Source: an optimization exercise on an open RTL-to-GDS flow (aim: small area). Production flows keep margins and buffers that such runs may drop. RTL that was checked went through simulation tests only; none was proved equivalent to the original. Power and IR drop assume default switching activity.

== the reference run ==
// jtag_pdi_sniffer
module jtag_pdi_sniffer (
    input  wire       clk,
    input  wire       rst,         
    input  wire       smp_valid,   
    input  wire       tms,
    input  wire       tdi,
    input  wire       tdo,
    output wire       out_valid,
    output wire [7:0] out_data,
    output reg        pdi_err
);
Size: roughly 130 flip-flops, roughly 16 I/O pins.
clock: 10.0 ns
lec_check: 0
abc_area: 0
cap_margin: 20
core_margin: 2
core_utilization: 40
cts_buf_list: sky130_fd_sc_hd__clkbuf_4
cts_cluster_diameter: 100
cts_cluster_size: 40
slew_margin: 20
standard.sh (not shown) runs the stock make flow with config.mk's settings and CLKGATE_MAP_FILE= SYNTH_SCRIPT=/design/flow/synth_recipe.tcl, a recipe that flattens the netlist after the stock synthesis.
==> flow/flow/run.sh <==
#!/bin/bash
# Standard layout, with two changes: clock tree synthesis without dummy
# loads (and clkbuf_4 buffers), and plain buf_1 cells as the port buffers.
set -euo pipefail
export CTS_ARGS="-sink_clustering_enable -repair_clock_nets -buf_list sky130_fd_sc_hd__clkbuf_4 -sink_clustering_size 40 -sink_clustering_max_diameter 100 -dont_use_dummy_load"
export BUFFER_PORTS_ARGS="-buffer_cell sky130_fd_sc_hd__buf_1"
bash standard.sh > standard.log 2>&1
The reference run finished end to end and its layout was clean on timing, DRC and antenna.
Changes in the trial run relative to the reference run:
-- flow/design.v --
<<< the reference run, line 97
    wire       data  = upd & !bad & !idle;
    wire       last  = (m == 2'd0);
    reg [1:0] aph;
    reg       apend;       
    reg       lpend;       
    wire      a0     = (aph == 2'd0);
    wire      app    = a0 & (apend | cap_app);
    wire      rep_ld = a0 & (lpend | cap_end);
    wire [7:0] y     = (app | rep_ld) ? dri[29:22] : acc[23:16];
    always @(posedge clk) acc <= {acc[15:0], y};
    always @(posedge clk) begin
        if (rst) begin
            aph   <= 2'd0;
            apend <= 1'b0;
            lpend <= 1'b0;
        end else begin
            aph   <= (app | rep_ld | (aph == 2'd2)) ? 2'd0 : aph + 2'd1;
            apend <= (apend | cap_app) & !a0;
            lpend <= (lpend | cap_end) & !a0;
        end
    end
    localparam [1:0] M_NONE = 2'd0,
                     M_STEP = 2'd1,
>>> the trial run, line 97
    wire       data  = upd & !bad & !idle;
    wire       last  = (m == 2'd0);
    localparam [1:0] M_NONE = 2'd0,
                     M_STEP = 2'd1,
<<< the reference run, line 125
    wire rep_zero = (rep == 32'd0);
    wire rep_step = data & last & (kind == K_REP) & !rep_zero;
    wire cap_app  = data & !last & (kind == K_CAP);   
    wire cap_end  = data & last & (kind == K_CAP);    
    wire rep_clr  = rst | (upd & bad & !idle & (kind == K_REP));
    wire z2 = (rep[23:16] == 8'd0);
>>> the trial run, line 106
    wire rep_zero = (rep == 32'd0);
    wire rep_step = data & last & (kind == K_REP) & !rep_zero;
    wire rep_ld   = data & last & (kind == K_CAP);
    wire rep_clr  = rst | (upd & bad & !idle & (kind == K_REP));
    wire z2 = (rep[23:16] == 8'd0);
<<< the reference run, line 143
        end
    end
    wire [1:0] ls    = rep_ld ? 2'd0 : ph;
    wire       lmask = ({1'b0, ls} + {1'b0, arg}) < 3'd3;
    wire [7:0] x = (rep_clr | (md == M_CLR) | ((rep_ld | (md == M_LD)) & lmask)) ? 8'd0 :
                   (rep_ld  | (md == M_LD))  ? acc[23:16] : hd;
    always @(posedge clk) rep <= {rep[23:0], x};
>>> the trial run, line 123
        end
    end
    wire [7:0] x = (rep_clr | (md == M_CLR)) ? 8'd0 :
                   (rep_ld  | (md == M_LD))  ? acc[23:16] : hd;
    always @(posedge clk) rep <= {rep[23:0], x};
<<< the reference run, line 162
            end
        end
    end
    wire [3:0] op = b[7:4];
>>> the trial run, line 140
            end
        end
    end
    always @(posedge clk) begin
        if (upd | (md == M_LD)) acc <= (upd & idle) ? 24'd0 : {acc[15:0], b};
    end
    wire [3:0] op = b[7:4];
## What came out
The reference run vs the trial run, library cell contributing the largest single delay on the critical path: dfxtp_1 vs xor2_1
Capturing element of the worst setup path: pdi_err -> the trial run, out_valid -> the reference run
Diff the reference run -> the trial run: synthesis-to-finish area growth stayed essentially flat, synthesized area held steady, final instance count without filler cells fell by 6, routed wire length dropped 440 um.
Re compound-gate portion of the synthesized area: the reference run was higher than the trial run.
The RTL of the reference run was laid out without a check of its function.

========
The RTL this note starts from:
==> flow/design.v <==
module jtag_pdi_sniffer (
    input  wire       clk,
    input  wire       rst,         
    input  wire       smp_valid,   
    input  wire       tms,
    input  wire       tdi,
    input  wire       tdo,
    output wire       out_valid,
    output wire [7:0] out_data,
    output reg        pdi_err
);
    localparam [3:0] S_RESET      = 4'hF,
                     S_IDLE       = 4'hC,
                     S_SELECT_DR  = 4'h7,
                     S_CAPTURE_DR = 4'h6,
                     S_SHIFT_DR   = 4'h2,
                     S_EXIT1_DR   = 4'h1,
                     S_PAUSE_DR   = 4'h3,
                     S_EXIT2_DR   = 4'h0,
                     S_UPDATE_DR  = 4'h5,
                     S_SELECT_IR  = 4'h4,
                     S_CAPTURE_IR = 4'hE,
                     S_SHIFT_IR   = 4'hA,
                     S_EXIT1_IR   = 4'h9,
                     S_PAUSE_IR   = 4'hB,
                     S_EXIT2_IR   = 4'h8,
                     S_UPDATE_IR  = 4'hD;
    localparam [1:0] K_END  = 2'd0,    
                     K_NEXT = 2'd1,    
                     K_REP  = 2'd2,    
                     K_CAP  = 2'd3;    
    reg [3:0] tap;
    reg       ir_rst;      
    reg [3:0] irs;
    reg [31:0] dri;
    reg [9:0]  dro;        
    reg [3:0] tap_next;
    always @(*) begin
        case (tap)
            S_RESET:      tap_next = tms ? S_RESET     : S_IDLE;
            S_IDLE:       tap_next = tms ? S_SELECT_DR : S_IDLE;
            S_SELECT_DR:  tap_next = tms ? S_SELECT_IR : S_CAPTURE_DR;
            S_CAPTURE_DR: tap_next = tms ? S_EXIT1_DR  : S_SHIFT_DR;
            S_SHIFT_DR:   tap_next = tms ? S_EXIT1_DR  : S_SHIFT_DR;
            S_EXIT1_DR:   tap_next = tms ? S_UPDATE_DR : S_PAUSE_DR;
            S_PAUSE_DR:   tap_next = tms ? S_EXIT2_DR  : S_PAUSE_DR;
            S_EXIT2_DR:   tap_next = tms ? S_UPDATE_DR : S_SHIFT_DR;
            S_UPDATE_DR:  tap_next = tms ? S_SELECT_DR : S_IDLE;
            S_SELECT_IR:  tap_next = tms ? S_RESET     : S_CAPTURE_IR;
            S_CAPTURE_IR: tap_next = tms ? S_EXIT1_IR  : S_SHIFT_IR;
            S_SHIFT_IR:   tap_next = tms ? S_EXIT1_IR  : S_SHIFT_IR;
            S_EXIT1_IR:   tap_next = tms ? S_UPDATE_IR : S_PAUSE_IR;
            S_PAUSE_IR:   tap_next = tms ? S_EXIT2_IR  : S_PAUSE_IR;
            S_EXIT2_IR:   tap_next = tms ? S_UPDATE_IR : S_SHIFT_IR;
            default:      tap_next = tms ? S_SELECT_DR : S_IDLE;  
        endcase
    end
    always @(posedge clk) begin
        if (rst) begin
            tap    <= S_RESET;
            ir_rst <= 1'b1;
            irs    <= 4'h0;
            dri    <= 32'h0;
            dro    <= 10'h0;
        end else if (smp_valid) begin
            tap <= tap_next;
            if (tap == S_RESET)     ir_rst <= 1'b1;
            if (tap == S_UPDATE_IR) ir_rst <= 1'b0;
            if (tap == S_SHIFT_IR)  irs <= {tdi, irs[3:1]};
            if (tap == S_SHIFT_DR) begin
                dri <= {tdi, dri[31:1]};
                dro <= {tdo, dro[9:1]};
            end
        end
    end
    wire is_id  = ir_rst | (irs == 4'h3);
    wire is_pdi = !ir_rst && (irs == 4'h7);
    wire commit = smp_valid && (tap == S_UPDATE_DR) && (is_id || is_pdi);
    reg [6:1] e;
    always @(posedge clk) begin
        if (rst) e <= 6'd0;
        else     e <= {e[5:1], commit};
    end
    reg        idle;
    reg        dir;        
    reg [1:0]  kind;
    reg [1:0]  m;          
    reg [1:0]  arg;        
    reg        dir2;       
    reg [31:0] rep;
    reg [23:0] acc;
    wire       wr    = idle | dir;
    wire [8:0] frame = wr ? dri[30:22] : dro[8:0];
    wire       bad   = ^frame;
    wire [7:0] b     = frame[7:0];
    wire       upd   = e[2] & is_pdi;
    wire       data  = upd & !bad & !idle;
    wire       last  = (m == 2'd0);
    reg [1:0] ph;
    reg       mstep;       
    reg       mld;         
    reg       spend;       
    reg       repz;
    wire rep_zero = repz | (rep == 32'd0);
    wire rep_step = data & last & (kind == K_REP) & !rep_zero;
    wire rep_ld   = data & last & (kind == K_CAP);
    wire z2 = (rep[23:16] == 8'd0);
    wire z1 = (rep[15:8]  == 8'd0);
    wire z0 = (rep[7:0]   == 8'd0);
    wire bw = mstep &
              ((ph == 2'd3) | (z2 & ((ph == 2'd2) | (z1 & ((ph == 2'd1) | z0)))));
    reg [8:0] bc;          
    reg [7:0] hd;
    integer k;
    always @(*) begin
        bc[0] = bw;
        for (k = 0; k < 8; k = k + 1) begin
            hd[k]   = rep[24+k] ^ bc[k];
            bc[k+1] = bc[k] & !rep[24+k];
        end
    end
    wire [7:0] x = (rep_ld | mld) ? acc[23:16] : hd;
    always @(posedge clk) rep <= {rep[23:0], x};
    always @(posedge clk) begin
        if (rst) begin
            ph    <= 2'd0;
            mstep <= 1'b0;
            mld   <= 1'b0;
            spend <= 1'b0;
        end else if (rep_ld) begin
            ph  <= 2'd1;
            mld <= 1'b1;
        end else begin
            ph <= ph + 2'd1;
            if (ph == 2'd3) begin
                mstep <= spend | rep_step;
                mld   <= 1'b0;
                spend <= 1'b0;
            end else if (rep_step) begin
                spend <= 1'b1;
            end
        end
    end
    always @(posedge clk) begin
        if (rst | (upd & bad & !idle & (kind == K_REP))) repz <= 1'b1;
        else if (rep_ld)                                  repz <= 1'b0;
    end
    always @(posedge clk) begin
        if (upd | mld) acc <= (upd & idle) ? 24'd0 : {acc[15:0], b};
    end
    wire [3:0] op = b[7:4];
    always @(posedge clk) begin
        if (rst)
            idle <= 1'b1;
        else if (upd)
            idle <= bad | (idle ? (op == 4'hF)
                                : last & (kind != K_NEXT) & ((kind != K_REP) | rep_zero));
    end
    always @(posedge clk) begin
        if (upd) begin
            if (idle) begin
                arg  <= (op == 4'h7) ? 2'd3 : b[1:0];
                dir2 <= b[5];
                case (op)
                    4'h0, 4'h2: begin dir <= 1'b1; kind <= K_NEXT; m <= b[3:2]; end  
                    4'h7:       begin dir <= 1'b1; kind <= K_NEXT; m <= 2'd3;   end  
                    4'h1:       begin dir <= 1'b0; kind <= K_REP;  m <= b[1:0]; end  
                    4'h3:       begin dir <= 1'b1; kind <= K_REP;  m <= b[1:0]; end  
                    4'h5:       begin dir <= 1'b1; kind <= K_CAP;  m <= b[1:0]; end  
                    4'h6:       begin dir <= 1'b1; kind <= K_END;  m <= 2'd0;   end  
                    default:    begin dir <= 1'b0; kind <= K_END;  m <= 2'd0;   end
                endcase
            end else if (!last) begin
                m <= m - 2'd1;
            end else if (kind == K_NEXT) begin
                kind <= K_END;
                dir  <= dir2;
                m    <= arg;
            end else begin
                m <= arg;
            end
        end
    end
    wire pdi_ok = !idle && !bad;    
    assign out_valid = (e[1] & (is_id | pdi_ok)) | (e[2] & !is_id & pdi_ok) |
                       ((e[3] | e[4] | e[5] | e[6]) & is_id);
    always @(*) pdi_err = e[1] & !is_id & bad;
    assign out_data = ({8{e[1]}} & {7'b0001000, !is_id}) |
                      ({8{e[2]}} & b) |
                      ({8{e[3]}} & dri[31:24]) |
                      ({8{e[4]}} & dri[23:16]) |
                      ({8{e[5]}} & dri[15:8]) |
                      ({8{e[6]}} & dri[7:0]);
endmodule
==> flow/config.mk <==
export PLATFORM = sky130hd
export DESIGN_NAME = jtag_pdi_sniffer
export DESIGN_NICKNAME = jtag_pdi_sniffer
export VERILOG_FILES = /design/flow/design.v
export SDC_FILE = /design/flow/constraint.sdc
export NUM_CORES = 4
export LEC_CHECK = 0
export ABC_AREA = 0
export CAP_MARGIN = 20
export CORE_MARGIN = 2
export CORE_UTILIZATION = 40
export CTS_BUF_LIST = sky130_fd_sc_hd__clkbuf_4
export CTS_CLUSTER_DIAMETER = 100
export CTS_CLUSTER_SIZE = 40
export SLEW_MARGIN = 20
==> flow/constraint.sdc <==
create_clock -name core_clock -period 10.0 [get_ports {clk}]
set_input_delay 2.0000 -clock core_clock [delete_from_list [all_inputs] [get_ports {clk}]]
set_output_delay 2.0000 -clock core_clock [all_outputs]
set_load 0.01 [all_outputs]
Scripts as last shown in full above: flow/flow/run.sh
Change:
--- a/flow/design.v
+++ b/flow/design.v
@@ -97,55 +97,20 @@
     wire       data  = upd & !bad & !idle;
     wire       last  = (m == 2'd0);
-    reg [1:0] ph;
-    reg       mstep;       
-    reg       mld;         
-    reg       spend;       
-    reg       repz;
-    wire rep_zero = repz | (rep == 32'd0);
-    wire rep_step = data & last & (kind == K_REP) & !rep_zero;
-    wire rep_ld   = data & last & (kind == K_CAP);
-    wire z2 = (rep[23:16] == 8'd0);
-    wire z1 = (rep[15:8]  == 8'd0);
-    wire z0 = (rep[7:0]   == 8'd0);
-    wire bw = mstep &
-              ((ph == 2'd3) | (z2 & ((ph == 2'd2) | (z1 & ((ph == 2'd1) | z0)))));
-    reg [8:0] bc;          
-    reg [7:0] hd;
+    reg [32:0] rz;         
     integer k;
     always @(*) begin
-        bc[0] = bw;
-        for (k = 0; k < 8; k = k + 1) begin
-            hd[k]   = rep[24+k] ^ bc[k];
-            bc[k+1] = bc[k] & !rep[24+k];
-        end
+        rz[0] = 1'b1;
+        for (k = 0; k < 32; k = k + 1) rz[k+1] = rz[k] & !rep[k];
     end
-    wire [7:0] x = (rep_ld | mld) ? acc[23:16] : hd;
-    always @(posedge clk) rep <= {rep[23:0], x};
+    wire rep_clr = rst | (upd & bad & !idle & (kind == K_REP));
+    wire rep_dec = data & last & (kind == K_REP) & !rz[32];
+    wire rep_ld  = data & last & (kind == K_CAP);
     always @(posedge clk) begin
-        if (rst) begin
-            ph    <= 2'd0;
-            mstep <= 1'b0;
-            mld   <= 1'b0;
-            spend <= 1'b0;
-        end else if (rep_ld) begin
-            ph  <= 2'd1;
-            mld <= 1'b1;
-        end else begin
-            ph <= ph + 2'd1;
-            if (ph == 2'd3) begin
-                mstep <= spend | rep_step;
-                mld   <= 1'b0;
-                spend <= 1'b0;
-            end else if (rep_step) begin
-                spend <= 1'b1;
-            end
-        end
+        if (rep_clr)     rep <= 32'd0;
+        else if (rep_ld) rep <= {acc, b};
+        else             rep <= rep ^ ({32{rep_dec}} & rz[31:0]);
     end
     always @(posedge clk) begin
-        if (rst | (upd & bad & !idle & (kind == K_REP))) repz <= 1'b1;
-        else if (rep_ld)                                  repz <= 1'b0;
-    end
-    always @(posedge clk) begin
-        if (upd | mld) acc <= (upd & idle) ? 24'd0 : {acc[15:0], b};
+        if (upd) acc <= idle ? 24'd0 : {acc[15:0], b};
     end
     wire [3:0] op = b[7:4];
@@ -155,5 +120,5 @@
         else if (upd)
             idle <= bad | (idle ? (op == 4'hF)
-                                : last & (kind != K_NEXT) & ((kind != K_REP) | rep_zero));
+                                : last & (kind != K_NEXT) & ((kind != K_REP) | rz[32]));
     end
     always @(posedge clk) begin
The new run passed the timing, DRC and antenna checks.
Sequential power falls by a few percent.
Utilization went down by 0.31 points.
Final area went up by a little under a tenth.
Count of clock-buffer cells in the layout is unchanged.
Total power falls by a few percent.
Final cell count rose by roughly a tenth.
Worst hold slack gets better by 0.13 ns.
Via count came out higher by a quarter to a third.
Register-to-register slack is about the same.
First-iteration DRC count came out higher by well over a third.
Routed wire length is higher by a quarter to a third.
Clock power barely changes.
No functional check of the RTL was part of the second run of this note.

[re-timing with driven ports]
Ports are ideal in the flow. The routed layouts listed here were re-timed in OpenROAD. Step 1 assumes that a clkbuf_16 drives the clock port and a buf_2 every other input. Step 2, shift: input delay + t, output delay - t, t = (earliest + latest rising clock arrival at the registers) / 2. This alone moves slack from input paths to output paths. Slacks: no drivers / after step 1 / after step 2; pairs: no drivers / after step 1.
run | shift t [ns] | setup WS [ns] | hold slack, ns
the reference run | 0.512 | 4.649 / 4.615 / 5.127 | 0.290 / 0.290 / 0.290
the trial run | 0.524 | 4.443 / 4.409 / 4.933 | 0.329 / 0.329 / 0.329
the first run of note 2 | 0.533 | 4.166 / 4.135 / 4.668 | 0.333 / 0.333 / 0.333
the second run of note 2 | 0.536 | 4.624 / 4.589 / 5.125 | 0.464 / 0.464 / 0.464
After both steps every run listed still meets setup and hold.
